Context: an optimization exercise on an open-source flow, tuned for small area, a short achievable clock period and few clock cycles. The choices shown serve that exercise and are no tape-out recipe. Only simulation tests tie the RTL to the original design; equivalence was not proved. Power is estimated from default activity; no workload was simulated.

[design.v]
module prc_div #(
    parameter DW = 48,    
    parameter VW = 32     
) (
    input  wire          clk,
    input  wire          rst,
    input  wire          start,
    input  wire [DW-1:0] dividend,
    input  wire [VW-1:0] divisor,
    output reg           done,
    output wire [DW-1:0] quotient
);
    reg [DW-1:0] q;       
    reg [VW-1:0] r;       
    reg [VW-1:0] d;       
    reg [6:0]    n;       
    reg          busy;
    wire [VW:0] shifted = {r, q[DW-1]};
    wire        fits    = shifted >= {1'b0, d};
    wire [VW:0] diff    = shifted - {1'b0, d};
    assign quotient = q;
    always @(posedge clk) begin
        if (rst) begin
            busy <= 1'b0;
            done <= 1'b0;
        end else begin
            done <= 1'b0;
            if (start) begin
                q    <= dividend;
                d    <= divisor;
                r    <= {VW{1'b0}};
                n    <= DW[6:0];
                busy <= 1'b1;
            end else if (busy) begin
                r <= fits ? diff[VW-1:0] : shifted[VW-1:0];
                q <= {q[DW-2:0], fits};
                n <= n - 7'd1;
                if (n == 7'd1) begin
                    busy <= 1'b0;
                    done <= 1'b1;
                end
            end
        end
    end
endmodule
module prc (
    input  wire        clk,
    input  wire        rst,             
    input  wire        op_valid,
    input  wire [31:0] op_word,
    output wire        op_ready,
    output reg         resp_valid,
    output reg  [3:0]  resp_code,
    output reg  [15:0] resp_data,
    output reg         ev_pot_write,    
    output reg         ev_gen_freq,     
    output reg         ev_gen_on,       
    output reg         ev_gen_off,      
    output reg         ev_adc_restart,  
    output reg         ev_announce,     
    output wire        out_en,
    output wire [7:0]  pot_pos,
    output wire [15:0] gen_freq
);
    localparam [31:0] CPU_CLOCK_HZ       = 32'd16000000;
    localparam [15:0] MID_SCALE_VOLTAGE  = 16'd512;
    localparam [4:0]  RATED_BUS_VOLTAGE  = 5'd24;
    localparam [15:0] DUTY_MAX_THRESHOLD = 16'd900;
    localparam [7:0]  MAX_STEP           = 8'd100;
    localparam [15:0] MIN_FREQ           = 16'd20000;
    localparam [15:0] MAX_FREQ           = 16'd40000;
    localparam [15:0] MAX_POWER          = 16'd5000;
    localparam [15:0] RUN_TICKS_MIN      = 16'd1;
    localparam [15:0] RUN_TICKS_MAX      = 16'd65535;
    localparam [15:0] PWM_DECIM          = 16'd1;
    localparam [15:0] ADC_DECIM          = 16'd1;
    localparam [15:0] DEF_FREQ           = 16'd28000;
    localparam [15:0] DEF_POWER          = 16'd0;
    localparam        DEF_RUNMODE        = 1'b0;
    localparam [15:0] DEF_RUNTICKS       = 16'd1;
    localparam        DEF_CTLMODE        = 1'b0;
    localparam [3:0] OK = 4'd0, ERR_RESERVED = 4'd1, ERR_RANGE = 4'd2,
                     ERR_ESTOP = 4'd3;
    localparam [7:0] OP_SETFREQ = 8'h01, OP_SETPWR  = 8'h02, OP_SETRUN  = 8'h03,
                     OP_SETCTL  = 8'h04, OP_SETBIND = 8'h05, OP_TURNON  = 8'h06,
                     OP_TURNOFF = 8'h07, OP_SETESTOP= 8'h08, OP_SETPOS  = 8'h09,
                     OP_READREG = 8'h0A, OP_TICK    = 8'h10, OP_PWMEDGE = 8'h20,
                     OP_ADCDONE = 8'h30, OP_INEDGE  = 8'h40;
    localparam [1:0] WAIT_FALL = 2'd0, WAIT_RISE1 = 2'd1, WAIT_RISE2 = 2'd2;
    localparam [2:0] S_IDLE = 3'd0, S_FREQ = 3'd1, S_DUTY = 3'd2,
                     S_AVG  = 3'd3, S_PWR  = 3'd4, S_REG  = 3'd5;
    reg [15:0] cfg_freq;
    reg [15:0] cfg_power;
    reg        cfg_runmode;      
    reg [15:0] cfg_runticks;
    reg        cfg_ctlmode;      
    reg [1:0]  in1_action, in2_action;
    reg        in1_announce, in2_announce;
    reg [15:0] st_freq, st_duty, st_cur, st_pwr;
    reg [7:0]  st_pos;
    reg [15:0] st_countdown;
    reg        st_en;
    reg        st_estop;
    reg [31:0] pwm_on, pwm_per;
    reg [15:0] pwm_cnt;
    reg [1:0]  pwm_phase;
    reg [15:0] pwm_skip;
    reg [15:0] pwm_tfall, pwm_trise1;
    reg [31:0] adc_sum;
    reg [15:0] adc_cnt;
    reg [15:0] adc_skip;
    reg [2:0]  state;
    reg        div_wait;
    reg [31:0] t_on, t_per, t_asum;
    reg [15:0] t_pcnt, t_acnt;
    assign op_ready = (state == S_IDLE);
    assign out_en   = st_en;
    assign pot_pos  = st_pos;
    assign gen_freq = cfg_freq;
    wire [7:0]  w_op  = op_word[31:24];
    wire [15:0] w_imm = op_word[15:0];
    wire [1:0]  w_id  = op_word[21:20];
    wire        w_b16 = op_word[16];
    wire        id_ok = (w_id == 2'd1) || (w_id == 2'd2);
    reg well_formed;
    always @* begin
        case (w_op)
            OP_SETFREQ, OP_SETPWR, OP_SETPOS:
                well_formed = (op_word[23:16] == 8'd0);
            OP_SETRUN, OP_PWMEDGE:
                well_formed = (op_word[23:17] == 7'd0);
            OP_SETCTL, OP_SETESTOP:
                well_formed = (op_word[23:17] == 7'd0) && (w_imm == 16'd0);
            OP_SETBIND:
                well_formed = (op_word[23:22] == 2'd0) && !op_word[19] &&
                              (w_imm == 16'd0) && id_ok;
            OP_TURNON, OP_TURNOFF, OP_TICK:
                well_formed = (op_word[23:0] == 24'd0);
            OP_READREG:
                well_formed = (op_word[23:20] == 4'd0) && (w_imm == 16'd0);
            OP_ADCDONE:
                well_formed = (op_word[23:16] == 8'd0) && (op_word[15:10] == 6'd0);
            OP_INEDGE:
                well_formed = (op_word[23:22] == 2'd0) && (op_word[19:17] == 3'd0) &&
                              (w_imm == 16'd0) && id_ok;
            default:
                well_formed = 1'b0;
        endcase
    end
    reg [15:0] rd_data;
    always @* begin
        case (op_word[19:16])
            4'h0: rd_data = cfg_freq;
            4'h1: rd_data = cfg_power;
            4'h2: rd_data = cfg_runticks;
            4'h3: rd_data = {14'd0, cfg_ctlmode, cfg_runmode};
            4'h4: rd_data = {9'd0, in2_announce, in2_action, 1'b0, in1_announce, in1_action};
            4'h5: rd_data = st_freq;
            4'h6: rd_data = st_duty;
            4'h7: rd_data = st_cur;
            4'h8: rd_data = st_pwr;
            4'h9: rd_data = {8'd0, st_pos};
            4'hA: rd_data = st_countdown;
            4'hB: rd_data = {14'd0, st_estop, st_en};
            default: rd_data = 16'd0;
        endcase
    end
    wire [15:0] pe_period = w_imm - pwm_trise1;
    wire [15:0] pe_low    = pwm_trise1 - pwm_tfall;
    wire [15:0] pe_ontime = pe_period - ((pe_low < pe_period) ? pe_low : pe_period);
    wire [32:0] pe_per_sum = {1'b0, pwm_per} + {17'd0, pe_period};
    wire [32:0] pe_on_sum  = {1'b0, pwm_on}  + {17'd0, pe_ontime};
    wire [32:0] ad_sum = {1'b0, adc_sum} + {23'd0, op_word[9:0]};
    wire [1:0] ie_action   = (w_id == 2'd1) ? in1_action   : in2_action;
    wire       ie_announce = (w_id == 2'd1) ? in1_announce : in2_announce;
    wire        no_pwm = (t_pcnt == 16'd0) || (t_per == 32'd0);
    reg         div_start;
    reg  [47:0] div_a;
    reg  [31:0] div_b;
    wire        div_done;
    wire [47:0] div_q;
    always @* begin
        div_start = 1'b0;
        div_a     = 48'd0;
        div_b     = 32'd1;
        case (state)
            S_FREQ: begin
                div_start = !div_wait && !no_pwm;
                div_a     = CPU_CLOCK_HZ * t_pcnt;
                div_b     = t_per;
            end
            S_DUTY: begin
                div_start = !div_wait && !no_pwm;
                div_a     = t_on * 48'd1000;
                div_b     = t_per;
            end
            S_AVG: begin
                div_start = !div_wait && (t_acnt != 16'd0);
                div_a     = {16'd0, t_asum};
                div_b     = {16'd0, t_acnt};
            end
            S_PWR: begin
                div_start = !div_wait;
                div_a     = st_cur * RATED_BUS_VOLTAGE * st_duty;
                div_b     = 32'd1000;
            end
            default: ;
        endcase
    end
    prc_div #(.DW(48), .VW(32)) u_div (
        .clk      (clk),
        .rst      (rst),
        .start    (div_start),
        .dividend (div_a),
        .divisor  (div_b),
        .done     (div_done),
        .quotient (div_q)
    );
    wire [15:0] q_sat16 = (div_q[47:16] != 32'd0) ? 16'hFFFF : div_q[15:0];
    wire [47:0] avg_minus_mid = div_q - {32'd0, MID_SCALE_VOLTAGE};
    wire [15:0] cur_sat = (div_q <= {32'd0, MID_SCALE_VOLTAGE}) ? 16'd0 :
                          (avg_minus_mid[47:16] != 32'd0)       ? 16'hFFFF :
                          avg_minus_mid[15:0];
    wire [15:0] cd_next = (st_countdown == 16'd0) ? 16'd0 : st_countdown - 16'd1;
    always @(posedge clk) begin
        if (rst) begin
            cfg_freq     <= DEF_FREQ;
            cfg_power    <= DEF_POWER;
            cfg_runmode  <= DEF_RUNMODE;
            cfg_runticks <= DEF_RUNTICKS;
            cfg_ctlmode  <= DEF_CTLMODE;
            in1_action   <= 2'd0;
            in2_action   <= 2'd0;
            in1_announce <= 1'b0;
            in2_announce <= 1'b0;
            st_freq      <= 16'd0;
            st_duty      <= 16'd0;
            st_cur       <= 16'd0;
            st_pwr       <= 16'd0;
            st_pos       <= 8'd0;
            st_countdown <= 16'd0;
            st_en        <= 1'b0;
            st_estop     <= 1'b1;
            pwm_on       <= 32'd0;
            pwm_per      <= 32'd0;
            pwm_cnt      <= 16'd0;
            pwm_phase    <= WAIT_FALL;
            pwm_skip     <= 16'd0;
            pwm_tfall    <= 16'd0;
            pwm_trise1   <= 16'd0;
            adc_sum      <= 32'd0;
            adc_cnt      <= 16'd0;
            adc_skip     <= 16'd0;
            state        <= S_IDLE;
            div_wait     <= 1'b0;
            resp_valid   <= 1'b0;
            resp_code    <= 4'd0;
            resp_data    <= 16'd0;
            ev_pot_write <= 1'b0;
            ev_gen_freq  <= 1'b0;
            ev_gen_on    <= 1'b0;
            ev_gen_off   <= 1'b0;
            ev_adc_restart <= 1'b0;
            ev_announce  <= 1'b0;
        end else begin
            resp_valid     <= 1'b0;
            resp_code      <= OK;
            resp_data      <= 16'd0;
            ev_pot_write   <= 1'b0;
            ev_gen_freq    <= 1'b0;
            ev_gen_on      <= 1'b0;
            ev_gen_off     <= 1'b0;
            ev_adc_restart <= 1'b0;
            ev_announce    <= 1'b0;
            case (state)
            S_IDLE: if (op_valid) begin
                if (!well_formed) begin
                    resp_valid <= 1'b1;
                    resp_code  <= ERR_RESERVED;
                end else begin
                    case (w_op)
                    OP_SETFREQ: begin
                        resp_valid <= 1'b1;
                        if (w_imm < MIN_FREQ || w_imm > MAX_FREQ) begin
                            resp_code <= ERR_RANGE;
                        end else begin
                            cfg_freq    <= w_imm;
                            ev_gen_freq <= 1'b1;
                        end
                    end
                    OP_SETPWR: begin
                        resp_valid <= 1'b1;
                        if (w_imm > MAX_POWER)
                            resp_code <= ERR_RANGE;
                        else
                            cfg_power <= w_imm;
                    end
                    OP_SETRUN: begin
                        resp_valid <= 1'b1;
                        if (w_b16 && (w_imm < RUN_TICKS_MIN || w_imm > RUN_TICKS_MAX)) begin
                            resp_code <= ERR_RANGE;
                        end else begin
                            cfg_runmode <= w_b16;
                            if (w_b16)
                                cfg_runticks <= w_imm;
                        end
                    end
                    OP_SETCTL: begin
                        resp_valid  <= 1'b1;
                        cfg_ctlmode <= w_b16;
                    end
                    OP_SETBIND: begin
                        resp_valid <= 1'b1;
                        if (w_id == 2'd1) begin
                            in1_action   <= op_word[17:16];
                            in1_announce <= op_word[18];
                        end else begin
                            in2_action   <= op_word[17:16];
                            in2_announce <= op_word[18];
                        end
                    end
                    OP_TURNON: begin
                        resp_valid <= 1'b1;
                        if (st_estop) begin
                            resp_code <= ERR_ESTOP;
                        end else if (!st_en) begin
                            st_en <= 1'b1;
                            if (cfg_runmode)
                                st_countdown <= cfg_runticks;
                            ev_gen_on <= 1'b1;
                        end
                    end
                    OP_TURNOFF: begin
                        resp_valid   <= 1'b1;
                        st_en        <= 1'b0;
                        st_countdown <= 16'd0;
                        ev_gen_off   <= 1'b1;
                    end
                    OP_SETESTOP: begin
                        resp_valid <= 1'b1;
                        st_estop   <= w_b16;
                        if (w_b16) begin
                            st_en        <= 1'b0;
                            st_countdown <= 16'd0;
                            ev_gen_off   <= 1'b1;
                        end
                    end
                    OP_SETPOS: begin
                        resp_valid   <= 1'b1;
                        st_pos       <= (w_imm > {8'd0, MAX_STEP}) ? MAX_STEP : w_imm[7:0];
                        ev_pot_write <= 1'b1;
                    end
                    OP_READREG: begin
                        resp_valid <= 1'b1;
                        resp_data  <= rd_data;
                    end
                    OP_PWMEDGE: begin
                        resp_valid <= 1'b1;
                        case (pwm_phase)
                        WAIT_FALL: if (!w_b16) begin
                            if (pwm_skip + 16'd1 == PWM_DECIM) begin
                                pwm_skip  <= 16'd0;
                                pwm_tfall <= w_imm;
                                pwm_phase <= WAIT_RISE1;
                            end else begin
                                pwm_skip  <= pwm_skip + 16'd1;
                            end
                        end
                        WAIT_RISE1: if (w_b16) begin
                            pwm_trise1 <= w_imm;
                            pwm_phase  <= WAIT_RISE2;
                        end
                        default: if (w_b16) begin
                            pwm_per   <= pe_per_sum[32] ? 32'hFFFFFFFF : pe_per_sum[31:0];
                            pwm_on    <= pe_on_sum[32]  ? 32'hFFFFFFFF : pe_on_sum[31:0];
                            pwm_cnt   <= (pwm_cnt == 16'hFFFF) ? 16'hFFFF : pwm_cnt + 16'd1;
                            pwm_phase <= WAIT_FALL;
                        end
                        endcase
                    end
                    OP_ADCDONE: begin
                        resp_valid     <= 1'b1;
                        ev_adc_restart <= 1'b1;
                        if (adc_skip + 16'd1 == ADC_DECIM) begin
                            adc_skip <= 16'd0;
                            adc_sum  <= ad_sum[32] ? 32'hFFFFFFFF : ad_sum[31:0];
                            adc_cnt  <= (adc_cnt == 16'hFFFF) ? 16'hFFFF : adc_cnt + 16'd1;
                        end else begin
                            adc_skip <= adc_skip + 16'd1;
                        end
                    end
                    OP_INEDGE: begin
                        resp_valid  <= 1'b1;
                        ev_announce <= ie_announce;
                        case (ie_action)
                        2'd1: begin                         
                            if (w_b16) begin
                                if (!st_estop && !st_en) begin
                                    st_en <= 1'b1;
                                    if (cfg_runmode)
                                        st_countdown <= cfg_runticks;
                                    ev_gen_on <= 1'b1;
                                end
                            end else begin
                                st_en        <= 1'b0;
                                st_countdown <= 16'd0;
                                ev_gen_off   <= 1'b1;
                            end
                        end
                        2'd2: if (w_b16) begin              
                            if (st_en) begin
                                st_en        <= 1'b0;
                                st_countdown <= 16'd0;
                                ev_gen_off   <= 1'b1;
                            end else if (!st_estop) begin
                                st_en <= 1'b1;
                                if (cfg_runmode)
                                    st_countdown <= cfg_runticks;
                                ev_gen_on <= 1'b1;
                            end
                        end
                        2'd3: if (w_b16) begin              
                            st_estop     <= 1'b1;
                            st_en        <= 1'b0;
                            st_countdown <= 16'd0;
                            ev_gen_off   <= 1'b1;
                        end
                        default: ;                          
                        endcase
                    end
                    OP_TICK: begin
                        t_on    <= pwm_on;
                        t_per   <= pwm_per;
                        t_pcnt  <= pwm_cnt;
                        t_asum  <= adc_sum;
                        t_acnt  <= adc_cnt;
                        pwm_on  <= 32'd0;
                        pwm_per <= 32'd0;
                        pwm_cnt <= 16'd0;
                        adc_sum <= 32'd0;
                        adc_cnt <= 16'd0;
                        state   <= S_FREQ;
                    end
                    default: begin
                        resp_valid <= 1'b1;
                        resp_code  <= ERR_RESERVED;
                    end
                    endcase
                end
            end
            S_FREQ: begin
                if (no_pwm) begin
                    st_freq <= 16'd0;
                    state   <= S_DUTY;
                end else if (div_start) begin
                    div_wait <= 1'b1;
                end else if (div_done) begin
                    st_freq  <= q_sat16;
                    div_wait <= 1'b0;
                    state    <= S_DUTY;
                end
            end
            S_DUTY: begin
                if (no_pwm) begin
                    st_duty <= 16'd0;
                    state   <= S_AVG;
                end else if (div_start) begin
                    div_wait <= 1'b1;
                end else if (div_done) begin
                    st_duty  <= q_sat16;
                    div_wait <= 1'b0;
                    state    <= S_AVG;
                end
            end
            S_AVG: begin
                if (t_acnt == 16'd0) begin
                    st_cur <= 16'd0;
                    state  <= S_PWR;
                end else if (div_start) begin
                    div_wait <= 1'b1;
                end else if (div_done) begin
                    st_cur   <= cur_sat;
                    div_wait <= 1'b0;
                    state    <= S_PWR;
                end
            end
            S_PWR: begin
                if (div_start) begin
                    div_wait <= 1'b1;
                end else if (div_done) begin
                    st_pwr   <= q_sat16;
                    div_wait <= 1'b0;
                    state    <= S_REG;
                end
            end
            S_REG: begin
                if (st_en && !cfg_ctlmode) begin
                    if (st_pwr > cfg_power) begin
                        if (st_duty != 16'd0 && st_pos != 8'd0) begin
                            st_pos       <= st_pos - 8'd1;
                            ev_pot_write <= 1'b1;
                        end
                    end else if (st_pwr < cfg_power) begin
                        if (st_duty <= DUTY_MAX_THRESHOLD && st_pos != MAX_STEP) begin
                            st_pos       <= st_pos + 8'd1;
                            ev_pot_write <= 1'b1;
                        end
                    end
                end
                if (st_en && cfg_runmode) begin
                    if (cd_next == 16'd0) begin
                        st_en        <= 1'b0;
                        st_countdown <= 16'd0;
                        ev_gen_off   <= 1'b1;
                    end else begin
                        st_countdown <= cd_next;
                    end
                end
                resp_valid <= 1'b1;
                state      <= S_IDLE;
            end
            default: state <= S_IDLE;
            endcase
        end
    end
endmodule
[config.mk]
export PLATFORM = sky130hd
export DESIGN_NAME = prc
export DESIGN_NICKNAME = prc
export VERILOG_FILES = /design/flow/design.v
export SDC_FILE = /design/flow/constraint.sdc
export NUM_CORES = 4
export LEC_CHECK = 0
export CAP_MARGIN = 20
export CORE_MARGIN = 2
export CORE_UTILIZATION = 40
export PLACE_DENSITY = 0.6
export SLEW_MARGIN = 20
[constraint.sdc]
create_clock -name core_clock -period 12.0 [get_ports {clk}]
set_input_delay 2.4000 -clock core_clock [delete_from_list [all_inputs] [get_ports {clk}]]
set_output_delay 2.4000 -clock core_clock [all_outputs]
set_load 0.01 [all_outputs]
[run.sh]
#!/bin/bash
# synth_recipe.tcl (not shown) runs the flow's synth.tcl, then flattens the netlist and writes it again
# the make line also repeats each setting of config.mk as NAME=value (left out here)
make -C /OpenROAD-flow-scripts/flow DESIGN_CONFIG=/design/flow/config.mk WORK_HOME=/design/flow/orfs CLKGATE_MAP_FILE= SYNTH_SCRIPT=/design/flow/synth_recipe.tcl finish
==> flow_results.org <==
** Run status
- The run finished with no timing, DRC or antenna violations.

** Power
- Total internal power :: 4511 uW
- For this design the static power due to leakage is 0.02432 uW.
- Per report_power, the combinational group accounts for 24.4% of the total.
- Clock power share :: 36.4%
- IR Drop Worst-Case VDD :: 0.1014 mV
- In this run switching power makes up 32.18% of total power.
- Sequential share of power :: 39.2%
- Dividing total power by cell area gives a power density of 110.3 nW/um2.
- For this design the total switching power over the nets is 2140 uW.

** Floorplan
- Chip Width :: 374.2 um
- Count of boundary I/O pins :: 88
- Die Area :: 140000 um2
- Once the floorplan was initialized, standard cells occupied 40.36% of the core.
- The floorplan step set the die height to 374.2 um.
- In this run the standard cell core region covers 135800 um2.
- The initialized floorplan defines 135 standard-cell rows.

** Setup path
- Setup crit end :: pwm_on[23]$_SDFFE_PP0P_
- Start point of the critical path :: op_word[0]
- Crit path largest cell delay :: 0.64 ns
- CP max FO :: 6
- STA classifies the critical path startpoint as an input pin.
- Data arrives at the worst endpoint at 11.30 ns.
- Category of the critical setup timing path :: in2reg
- Beginning of the worst register-to-register path :: st_cur[1]$_SDFFE_PP0P_
- Required @ worst endpoint :: 12.58 ns
- Reg-to-reg endpoint :: u_div.q[29]$_DFFE_PP_
- Type of destination of the critical path :: register
- The slowest stage of the critical path belongs to the cell sky130_fd_sc_hd__nor3_1.
- The setup check on the worst reg-to-reg path leaves a slack of 2.04 ns.
- Register-to-Register Path Depth :: 30

** Timing
- Setup repair after global routing missed its margin :: false
- Worst-case headroom to the max-slew limit :: 25.37%
- For the pin with the worst max-slew slack, the measured transition is 1.117 ns.
- Layout Skew :: 0.05546 ns
- Counting I/O delays and the setup requirement, the final critical path takes 10.72 ns.
- Final setup margin :: 1.277 ns
- Total negative slack for setup checks :: 0 ns
- Timing would allow up to 93.26 MHz.
- Hold Fails Final Rpt :: 0
- Final Max Slew Viols :: 0
- Setup-violating endpoint count in the final report :: 0
- The worst path uses 89.35% of the clock period.

** Clocking
- For the worst-skew pair, the clock arrives at the later sink with an insertion delay of 0.68 ns.
- Post-CTS Hold Buffers :: 0
- After clock tree synthesis, the repair step resized 0 gates.
- Once the clock tree was built, the setup fixing pass inserted 0 buffers.
- Clock tree synthesis found a total of 618 sinks.
- CTS built an H-tree with a depth of 3.
- The clock passes through at most 3 buffers.
- Clock slew seen by the registers of the worst setup and hold paths :: 0.06 ns
- Clock tree root buffer cell :: sky130_fd_sc_hd__clkbuf_16
- TritonCTS Buffers :: 76
- TritonCTS built the clock tree.

** Finish
- Layout Nets :: 7086
- Once layout is complete, the utilization of the core stands at 44.40%.
- Counting the fill cells in the layout gives 13310.
- Number of cells in the finished layout apart from fillers :: 7998
- Area growth from synthesis to layout :: 9.991%
- Cells with a size suffix above 1 make up 5.357% of the layout.

** Yosys
- EDFF count, synth :: 247
- A synthesized cell averages 8.865 um2.
- List of most frequent post-synthesis cells :: 615 x sky130_fd_sc_hd__inv_1, 564 x sky130_fd_sc_hd__nand2_1, 492 x sky130_fd_sc_hd__ha_1
- Count of state elements after synthesis :: 618
- The top cell type by area accounts for 14.75% of the synthesized area.
- Counting every instance in the synthesized netlist gives 6183.
- Distinct cell type count after synthesis :: 110
- Commonest register cell after synthesis :: sky130_fd_sc_hd__dfxtp_1
- The share of the Yosys chip area taken by registers is 27.08%.
- Netlist Area Pre-Place :: 54820 um2
- Synth top area cells :: sky130_fd_sc_hd__fa_1 15%, sky130_fd_sc_hd__dfxtp_1 14%, sky130_fd_sc_hd__edfxtp_1 14%, sky130_fd_sc_hd__ha_1 11%, sky130_fd_sc_hd__inv_1 4.2%
- During synthesis, Yosys emitted a total of 2 warnings.
- Area leader, netlist :: sky130_fd_sc_hd__fa_1
- Most numerous cell in the Yosys netlist :: sky130_fd_sc_hd__inv_1
- Async S/R FF share, synth :: 0%

** Global routing
- Initial antenna violation count :: 1
- The first global-routing pass estimated 264500 um of wire.
- Residual overflow from global routing :: 0
- GR Util All Layers :: 23.82%
- The number of global-route vias before repair came to 45440.
- Largest net degree at the start of global routing :: 129

** Placement
- After legalization and detailed placement, the total HPWL measured 126400 um.
- At the placement stage, the worst setup path has a slack of 0.6015 ns.
- Global placement routability congestion :: 0.9145
- Including well taps, the total number of placed cells is 7858.
- Count of buffers inserted at the top-level ports :: 85

** Run
- Across the run, the number of max-cap violations was 0.

** Routing
- After detailed routing, the average wire length per cell comes to 21.08 um.
- Routed Antenna Nets :: 0
- Wirelength, routed :: 168600 um
- Number of vias per cell after detailed routing :: 5.814
- After detailed routing, the number of remaining DRC violations is 0.
- The first TritonRoute pass finished after 8 iterations.
- After the first detailed-routing iteration, the DRC count stood at 3995.
- The routed layout has 46500 vias.

** Worst hold path
- The min-delay analysis places its worst path in the category reg2reg.
==> power by group through the flow <==
stage,combinational (uW),clock (uW),sequential [uW]
floorplan,1200,0,2580
global placement,1590,0,2650
detailed placement,1610,0,2650
CTS,1620,2460,2600
global route,1810,2540,2620
finish,1630,2420,2610
==> final cells by class <==
| class | count | area (um2) | share of cell area (%) |
|---|---|---|---|
| repair buffers | 194 | 1699 | 2.818 |
| well taps | 1781 | 2228 | 3.696 |
| multi-input cells | 4646 | 36580 | 60.67 |
| diodes | 1 | 2.502 | 0.004150 |
| flip-flops and latches | 618 | 14840 | 24.62 |
| inverters | 619 | 2323 | 3.854 |
| clock inverters | 43 | 525.5 | 0.8716 |
| clock buffers | 96 | 2090 | 3.466 |
==> cell families after synthesis <==
logic type      Yosys count  synth area share (%)
simple gates           1886                 16.59
compound gates         1507                 17.83
mux                     130                 2.390
xor+xnor                225                 3.595
fa+ha+maj               896                 25.98
other cells               1              0.006841
buf+inv                 920                 6.524
flops                   618                 27.08
==> cell usage in the layout, fill, tap and decap left out, drive strengths merged, types with 29 or more instances in the layout <==
master and n:
o21bai 37, nor4 60, clkdlybuf4s50 84, or3 38, dfxtp 371, nor3 137
buf 110, fa 404, nand3 140, a211oi 104, edfxtp 247, a221oi 30
a22oi 41, o31ai 29, nor2b 47, inv 622, a21oi 410, o21ai 324
and3 63, nand4 52, a31oi 92, mux2i 123, a21o 117, o22ai 41
nor2 495, nand2 567, ha 492, nand2b 41, clkbuf 96, and2 144
o21a 39, xnor2 137, xor2 88
==> critical path: cells and delay by family <==
| family | cells | cell delay [ns] |
|---|---|---|
| buffers and inverters | 3 | 0.58 |
| AO/OA/AOI/OAI | 19 | 4.28 |
| multiplexers | 1 | 0.41 |
| adder cells (fa/ha/maj) | 5 | 1.73 |
| AND/OR/NAND/NOR | 7 | 1.47 |
| XOR/XNOR | 2 | 0.43 |
==> worst min path at each step <==
| stage | from | end | slack [ns] | depth (start not counted) |
|---|---|---|---|---|
| after floorplan | pwm_on[19]$_SDFFE_PP0P_ | t_on[19]$_DFFE_PP_ | 0.42 | 0 |
| after global placement | adc_sum[23]$_SDFFE_PP0P_ | t_asum[23]$_DFFE_PP_ | 0.45 | 0 |
| after detailed placement | adc_sum[0]$_SDFFE_PP0P_ | t_asum[0]$_DFFE_PP_ | 0.45 | 0 |
| after CTS | pwm_cnt[5]$_SDFFE_PP0P_ | t_pcnt[5]$_DFFE_PP_ | 0.46 | 0 |
| after global routing | pwm_cnt[5]$_SDFFE_PP0P_ | t_pcnt[5]$_DFFE_PP_ | 0.47 | 0 |
| final | pwm_cnt[9]$_SDFFE_PP0P_ | t_pcnt[9]$_DFFE_PP_ | 0.46 | 0 |
==> registers in the layout (all words and copies together) (netlist names), 32 cells and up <==
signal   count
pwm_on      32
u_div.d     32
u_div.r     32
t_asum      32
t_on        32
t_per       32
pwm_per     32
u_div.q     48
adc_sum     32
==> per-stage QoR <==
step                hold slack [ns]  total power (uW)  instance area [um2]
floorplan                    0.4237              3783                54820
finish                       0.4564              6652                60290
global route                 0.4715              6970                60290
global placement             0.4464              4235                57670
detailed placement           0.4486              4259                57670
CTS                          0.4614              6683                60290
==> layer usage <==
layer  track usage (%)  vias up  part of all wire (%)
met5                 0        -                0.0077
met4             7.988        2                   3.3
met3             3.682      290                   7.3
met2             37.47     1768                    45
met1             33.34    22770                    45
li1                  -    21670                     -
Testbench counts, summed over its fixed seeds: cycles 99,428.

-- static timing again, ports no longer ideal --
In the flow no input, the clock included, has a driving cell. The finished layout below was timed again as built, in two steps. Step 1: set_driving_cell puts a clkbuf_16 on clk and a buf_2 on each other input, an assumption about the parent block. Step 2 times the ports against the registers' clock, not the clock port: input delays grow and output delays shrink by t, the midpoint of the rising clock arrivals with the driver on. Slacks: no drivers / after step 1 / after step 2; pairs: no drivers / after step 1.
shift t [ns]: 0.728
setup WS [ns]: 1.277 / 1.329 / 0.601
worst hold slack (ns): 0.456 / 0.456 / 0.456
worst setup path after step 2: input to register
latest minus earliest clock arrival (ns): 0.060 / 0.060
After both steps this run still meets setup and hold. For this run, drivers alone change the setup slack by +0.052 ns; drivers and shift together by -0.676 ns.
